This is an optimization exercise on Yosys and OpenROAD, whose aim is small area, a short achievable clock period and few clock cycles, not a production implementation.
The RTL was checked by simulation tests, not by an equivalence proof against the original design.
Power and IR drop assume default switching activity.

==> inputs of lagoon <==
Design dscore_codec, start of the top module:
module dscore_codec (
    input  wire        clk,
    input  wire        rst,           
    input  wire        cmd_valid,
    output wire        cmd_ready,
    input  wire [7:0]  cmd_op,
    input  wire [31:0] cmd_arg,
    input  wire [63:0] cmd_data,      
    input  wire [7:0]  cmd_len,
    output reg         resp_valid,
    output reg  [7:0]  resp_code,
    output reg         resp_flag,
    output reg  [31:0] resp_val,
    output reg  [7:0]  resp_off
);
==> flow/config.mk <==
export PLATFORM = sky130hd
export DESIGN_NAME = dscore_codec
export DESIGN_NICKNAME = dscore_codec
export VERILOG_FILES = /design/flow/design.v
export SDC_FILE = /design/flow/constraint.sdc
export NUM_CORES = 4
export LEC_CHECK = 0
export ABC_AREA = 1
export CAP_MARGIN = 20
export CORE_MARGIN = 2
export CORE_UTILIZATION = 50
export CTS_BUF_LIST = sky130_fd_sc_hd__clkbuf_8
export PLACE_DENSITY = 0.65
export SETUP_SLACK_MARGIN = 5
export SLEW_MARGIN = 20
==> flow/constraint.sdc <==
create_clock -name core_clock -period 10.0 [get_ports {clk}]
set_input_delay 2.0000 -clock core_clock [delete_from_list [all_inputs] [get_ports {clk}]]
set_output_delay 2.0000 -clock core_clock [all_outputs]
set_load 0.01 [all_outputs]
run.sh (not shown) runs the stock make flow with config.mk's settings and CLKGATE_MAP_FILE= SYNTH_SCRIPT=/design/flow/synth_recipe.tcl, a recipe that flattens the netlist after the stock synthesis.
==> inputs of juniper, as changes to lagoon <==
--- a/flow/design.v
+++ b/flow/design.v
@@ -17,14 +17,15 @@
     localparam [7:0] R_OK    = 8'h00, R_NOSPACE = 8'h10, R_UNSUP = 8'h11,
                      R_TYPE  = 8'h12, R_EXH     = 8'h13, R_RPE   = 8'hFE,
                      R_REFUSED = 8'hFF;
     localparam [2:0] E_SCAN = 3'd0, E_KEY = 3'd1, E_VAL = 3'd2, E_ELEM = 3'd3,
                      E_KCMP = 3'd4, E_FK  = 3'd5, E_PW2 = 3'd6;
     reg [1023:0] mem;                 
     reg [7:0]  used, cur;
+    reg [7:0]  room;                  
     reg [7:0]  rp;                    
     reg [7:0]  re_oh, ro_oh;          
     reg        eng;                   
     reg [2:0]  stage;
     reg        e_key;                 
     reg [7:0]  pos;
     reg [7:0]  cnt;
@@ -192,28 +193,28 @@
     wire [7:0]  rp1    = sum8(rp, 8'd1);
     wire [7:0]  rp2    = sum8(rp, 8'd2);
     wire [7:0]  rp3    = sum8(rp, 8'd3);
     wire [7:0]  rp4    = sum8(rp, 8'd4);
     wire [7:0]  rp5    = sum8(rp, 8'd5);
     wire [7:0]  avail  = dif8(used, rp);
     wire [7:0]  av1    = add8(used, ~rp, 1'b0);
-    wire [8:0]  n16    = add8(w[23:16], 8'd3, 1'b0);           
-    wire [8:0]  n32    = add8(w[39:32], 8'd5, 1'b0);           
+    wire [7:0]  av3    = dif8(used, rp3);
+    wire [7:0]  av5    = dif8(used, rp5);
     wire        ge1    = avail != 8'd0;
     wire        ge2    = avail >= 8'd2;
     wire        ge3    = avail >= 8'd3;
     wire        ge5    = avail >= 8'd5;
     wire        at_end = !ge1;
     wire        hfit   = (h == 3'd1) ? ge1 : (h == 3'd2) ? ge2 : (h == 3'd3) ? ge3 : ge5;
     wire [7:0]  s_h    = (h == 3'd1) ? rp1 : (h == 3'd2) ? rp2 : (h == 3'd3) ? rp3 : rp5;
     wire [7:0]  s_hm1  = c_r16 ? rp2 : rp4;
     wire        fit_fr  = ge1 && ge8(av1, {3'd0, t[4:0]});
-    wire        fit_r16 = w[15:8] == 8'd0 && !n16[8] && ge8(avail, n16[7:0]);
+    wire        fit_r16 = ge3 && w[15:8] == 8'd0 && ge8(av3, w[23:16]);
     wire        fit_r32 = ge5 && w[15:8] == 8'd0 && w[23:16] == 8'd0 &&
-                          w[31:24] == 8'd0 && !n32[8] && ge8(avail, n32[7:0]);
+                          w[31:24] == 8'd0 && ge8(av5, w[39:32]);
     wire        bfit   = c_fr ? fit_fr : c_r16 ? fit_r16 : c_r32 ? fit_r32 : hfit;
     wire [7:0]  s_fr   = sum8(rp1, {3'd0, t[4:0]});
     wire [7:0]  s_r16  = sum8(rp3, w[23:16]);
     wire [7:0]  s_r32  = sum8(rp5, w[39:32]);
     wire [7:0]  s_ilen = c_fr ? s_fr : c_r16 ? s_r16 : c_r32 ? s_r32 : s_h;
     wire        item_ok = is_sup(t) && bfit;
     wire [31:0] dval   = decode(t, fvbe);
@@ -266,37 +267,40 @@
                 end
             end
             default: p_code = R_REFUSED;
         endcase
     end
     wire [7:0] u_1 = sum8(used, 8'd1), u_2 = sum8(used, 8'd2), u_3 = sum8(used, 8'd3),
                u_5 = sum8(used, 8'd5), u_8 = sum8(used, 8'd8);
-    wire [7:0] room = dif8(8'd128, used);
+    wire [7:0] r_1 = dif8(room, 8'd1), r_2 = dif8(room, 8'd2), r_3 = dif8(room, 8'd3),
+               r_5 = dif8(room, 8'd5), r_8 = dif8(room, 8'd8);
     wire [8:0] rr_l = add8(room, ~{4'd0, cmd_len[3:0]}, 1'b0);    
     wire [7:0] u_r  = add8(used, {4'd0, cmd_len[3:0]}, 1'b1);     
     wire       g_1 = room != 8'd0, g_2 = ge8(room, 8'd2), g_3 = ge8(room, 8'd3),
                g_5 = ge8(room, 8'd5);
     wire       len8  = cmd_len[3:0] == 4'd8;
     wire       ma_short = cmd_arg[15:4] == 12'd0;
-    reg  [7:0] pk_used;
+    reg  [7:0] pk_used, pk_room;
     reg        p_fits;
     always @* begin
         case (cmd_op[3:0])
-            4'h4, 4'h7:       begin pk_used = u_2; p_fits = g_2; end
-            4'h5, 4'h8:       begin pk_used = u_3; p_fits = g_3; end
-            4'h6, 4'h9, 4'hA: begin pk_used = u_5; p_fits = g_5; end
+            4'h4, 4'h7:       begin pk_used = u_2; pk_room = r_2; p_fits = g_2; end
+            4'h5, 4'h8:       begin pk_used = u_3; pk_room = r_3; p_fits = g_3; end
+            4'h6, 4'h9, 4'hA: begin pk_used = u_5; pk_room = r_5; p_fits = g_5; end
             4'hC: begin
                 pk_used = len8 ? u_8 : u_r;
+                pk_room = len8 ? r_8 : rr_l[7:0];
                 p_fits  = rr_l[8];
             end
             4'hD, 4'hE: begin
                 pk_used = ma_short ? u_1 : u_3;
+                pk_room = ma_short ? r_1 : r_3;
                 p_fits  = ma_short ? g_1 : g_3;
             end
-            default:          begin pk_used = u_1; p_fits = g_1; end
+            default:          begin pk_used = u_1; pk_room = r_1; p_fits = g_1; end
         endcase
     end
     wire       p_do   = acc && cmd_op[7:4] == 4'h2 && p_code == R_OK && p_fits;
     wire       a_do   = acc && cmd_op == 8'h10 && used != 8'd128;
     wire [5:0] nhash  = khash(cmd_data, cmd_len[3:0]);
     reg [NK-1:0] cand;
     integer ci;
@@ -309,15 +313,15 @@
             for (j = 0; j < NK; j = j + 1) if (oh[j]) kpos = kpos | kp[j];
         end
     endfunction
     wire [NK-1:0] cm_n = cm & ~first1(cm);
     wire [7:0] g_sh   = (g_h == 3'd1) ? rp1 : (g_h == 3'd2) ? rp2 : (g_h == 3'd3) ? rp3 : rp5;
     wire [7:0] g_shm1 = (g_h == 3'd3) ? rp2 : rp4;
     wire       gen    = eng && (stage == E_SCAN || stage == E_KEY || stage == E_KCMP || stage == E_VAL);
-    wire       we    = 1'b1;
+    wire       we    = acc || (eng && stage == E_PW2);
     wire [63:0] witem = eng ? {56'd0, nm[63:56]} :
                         (cmd_op[5] ? p_item[63:0] : {56'd0, cmd_arg[7:0]});
     wire [2:0]   wb   = used[2:0];
     wire [127:0] wdbl = {witem, witem} << {wb, 3'b000};
     wire [63:0]  wrot = wdbl[127:64];
     reg  [7:0]   bank_en;
     reg  [3:0]   bank_row [0:7];
@@ -330,28 +334,28 @@
     generate for (gi = 0; gi < 128; gi = gi + 1) begin : g_mem
         always @(posedge clk)
             if (bank_en[gi % 8] && bank_row[gi % 8] == gi / 8)
                 mem[8*gi +: 8] <= wrot[8*(gi % 8) +: 8];
     end endgenerate
     reg        n_eng;
     reg [2:0]  n_stage;
-    reg [7:0]  n_used, n_cur, n_pos, n_cnt;
+    reg [7:0]  n_used, n_room, n_cur, n_pos, n_cnt;
     reg [NK-1:0] n_cm;
     reg        n_rv, n_rf;
     reg [7:0]  n_rc;
     reg        done, found;           
     always @* begin
-        n_eng = eng; n_stage = stage; n_used = used; n_cur = cur; n_pos = pos;
+        n_eng = eng; n_stage = stage; n_used = used; n_room = room; n_cur = cur; n_pos = pos;
         n_cnt = cnt; n_cm = cm;
         n_rv = 1'b0; n_rf = 1'b0; n_rc = R_OK;
         done = 1'b0; found = 1'b0;
         if (eng) begin
             case (stage)
             E_PW2: begin
-                n_used = sum8(used, 8'd1); done = 1'b1;
+                n_used = sum8(used, 8'd1); n_room = dif8(room, 8'd1); done = 1'b1;
             end
             E_FK: begin
                 if (t == {3'b101, 1'b0, nlen} && nmatch) begin
                     n_cur = s_n1; done = 1'b1; found = 1'b1;
                 end else if (cm_n == {NK{1'b0}})
                     done = 1'b1;
                 else begin
@@ -431,36 +435,36 @@
         end else if (acc) begin
             n_rv = 1'b1;
             casez (cmd_op)
             8'h01: ;
             8'h10: begin
                 n_rf = used != 8'd128;
                 if (used != 8'd128) begin
-                    n_used = sum8(used, 8'd1);
+                    n_used = sum8(used, 8'd1); n_room = dif8(room, 8'd1);
                 end
             end
             8'h11, 8'h3C: n_rf = !at_end;
             8'h12: begin
                 if (at_end) n_rc = R_RPE;
                 else n_cur = rp1;
             end
             8'h13: n_rf = cmd_arg[15:8] == 8'd0 && ge8(avail, cmd_arg[7:0]);
             8'h14: n_cur = 8'd0;
-            8'h15: begin n_cur = 8'd0; n_used = 8'd0; end
+            8'h15: begin n_cur = 8'd0; n_used = 8'd0; n_room = 8'd128; end
             8'h16: n_rf = cmd_arg[15:8] == 8'd0 && ge8(room, cmd_arg[7:0]);
             8'h2?: begin
                 if (p_code != R_OK || cmd_op > 8'h2E)
                     n_rc = (cmd_op > 8'h2E) ? R_REFUSED : p_code;
                 else if (!p_fits)
                     n_rc = R_NOSPACE;
                 else if (cmd_op[3:0] == 4'hC && len8) begin
-                    n_used = pk_used;
+                    n_used = pk_used; n_room = pk_room;
                     n_eng = 1'b1; n_stage = E_PW2; n_rv = 1'b0; n_pos = cur;
                 end else begin
-                    n_used = pk_used;
+                    n_used = pk_used; n_room = pk_room;
                 end
             end
             8'h3?: begin
                 if (cmd_op[3:0] == 4'hE || cmd_op[3:0] == 4'hF)
                     n_rc = R_REFUSED;
                 else if (at_end)
                     n_rc = R_EXH;
@@ -580,21 +584,21 @@
         g_h     <= h;
         if (acc) begin
             nm    <= cmd_data;
             nlen  <= cmd_len[3:0];
             e_key <= !cmd_op[0];
         end
         if (rst) begin
-            used <= 8'd0; cur <= 8'd0; rp <= 8'd0;
+            used <= 8'd0; room <= 8'd128; cur <= 8'd0; rp <= 8'd0;
             ph <= 1'b0;
             re_oh <= 8'd1; ro_oh <= 8'd1;
             eng <= 1'b0;
             resp_valid <= 1'b0;
         end else begin
-            used <= n_used; cur <= n_cur;
+            used <= n_used; room <= n_room; cur <= n_cur;
             ph <= gen && !ph;
             eng <= n_eng;
             resp_valid <= n_rv;
         end
         if (!mapf) map_n <= (cmd_arg[15:4] != 12'd0) ? 4'hF : cmd_arg[3:0];
         if (!arrf) begin
             arr_h <= pk_used;
==> metrics.md <==
| Metric | Value |
|---|---|
| Leak | `37.07 nW` |
| Syn_area_per_cell | `8.551 um^2` |
| Worst clock skew | `0.08646 ns` |
| Post-CTS Resized | `636` |
| Status | `no timing/DRC/antenna violations` |
| Psw | `5.038 mW` |
| First-pass GRT wire length | `489,400 um` |
| Rel. slew slack | `8.265%` |
# the run above: juniper

==> metrics.md <==
| Metric | Value |
|---|---|
| First-pass GRT wire length | `484,500 um` |
| Flops & latches, synth | `1,361` |
| Latest clock arrival within the worst-skew pair | `1.02 ns` |
| Syn_area_per_cell | `8.490 um^2` |
| Post-CTS Resized | `545` |
| Post-synth top flop | `edfxtp_1` |
| Leak | `37.86 nW` |
| Status | `no timing/DRC/antenna violations` |
# the run above: lagoon

Testbench counts of lagoon, summed over its fixed seeds: cycles 17,999.
Testbench counts of juniper, summed over its fixed seeds: cycles 17,999.

separate check: timing with driven ports:
In the flow no input, the clock included, has a driving cell. The finished layouts below were timed again as built, in two steps.
Step 1 (the two cells are an assumption about what drives the block):
set clk [get_ports {clk}]
set_driving_cell -lib_cell sky130_fd_sc_hd__clkbuf_16 $clk
set_driving_cell -lib_cell sky130_fd_sc_hd__buf_2 [delete_from_list [all_inputs] $clk]
Step 2 times the ports against the registers' clock, not the clock port: input delays grow and output delays shrink by t, the midpoint of the rising clock arrivals with the driver on.
a / b / c = no drivers / after step 1 / after step 2; a / b = the first two.
run	t, ns	slack for setup (ns)	worst setup path after step 2	clock arrival spread, ns
lagoon	1.046	4.397 / 4.397 / 3.396	input to register	0.113 / 0.113
juniper	1.053	4.823 / 4.823 / 3.830	input to register	0.090 / 0.090
After both steps setup and hold are still met in every run listed. For lagoon, which loses most, drivers alone change the setup slack by 0.000 ns; drivers and shift together by -1.001 ns.
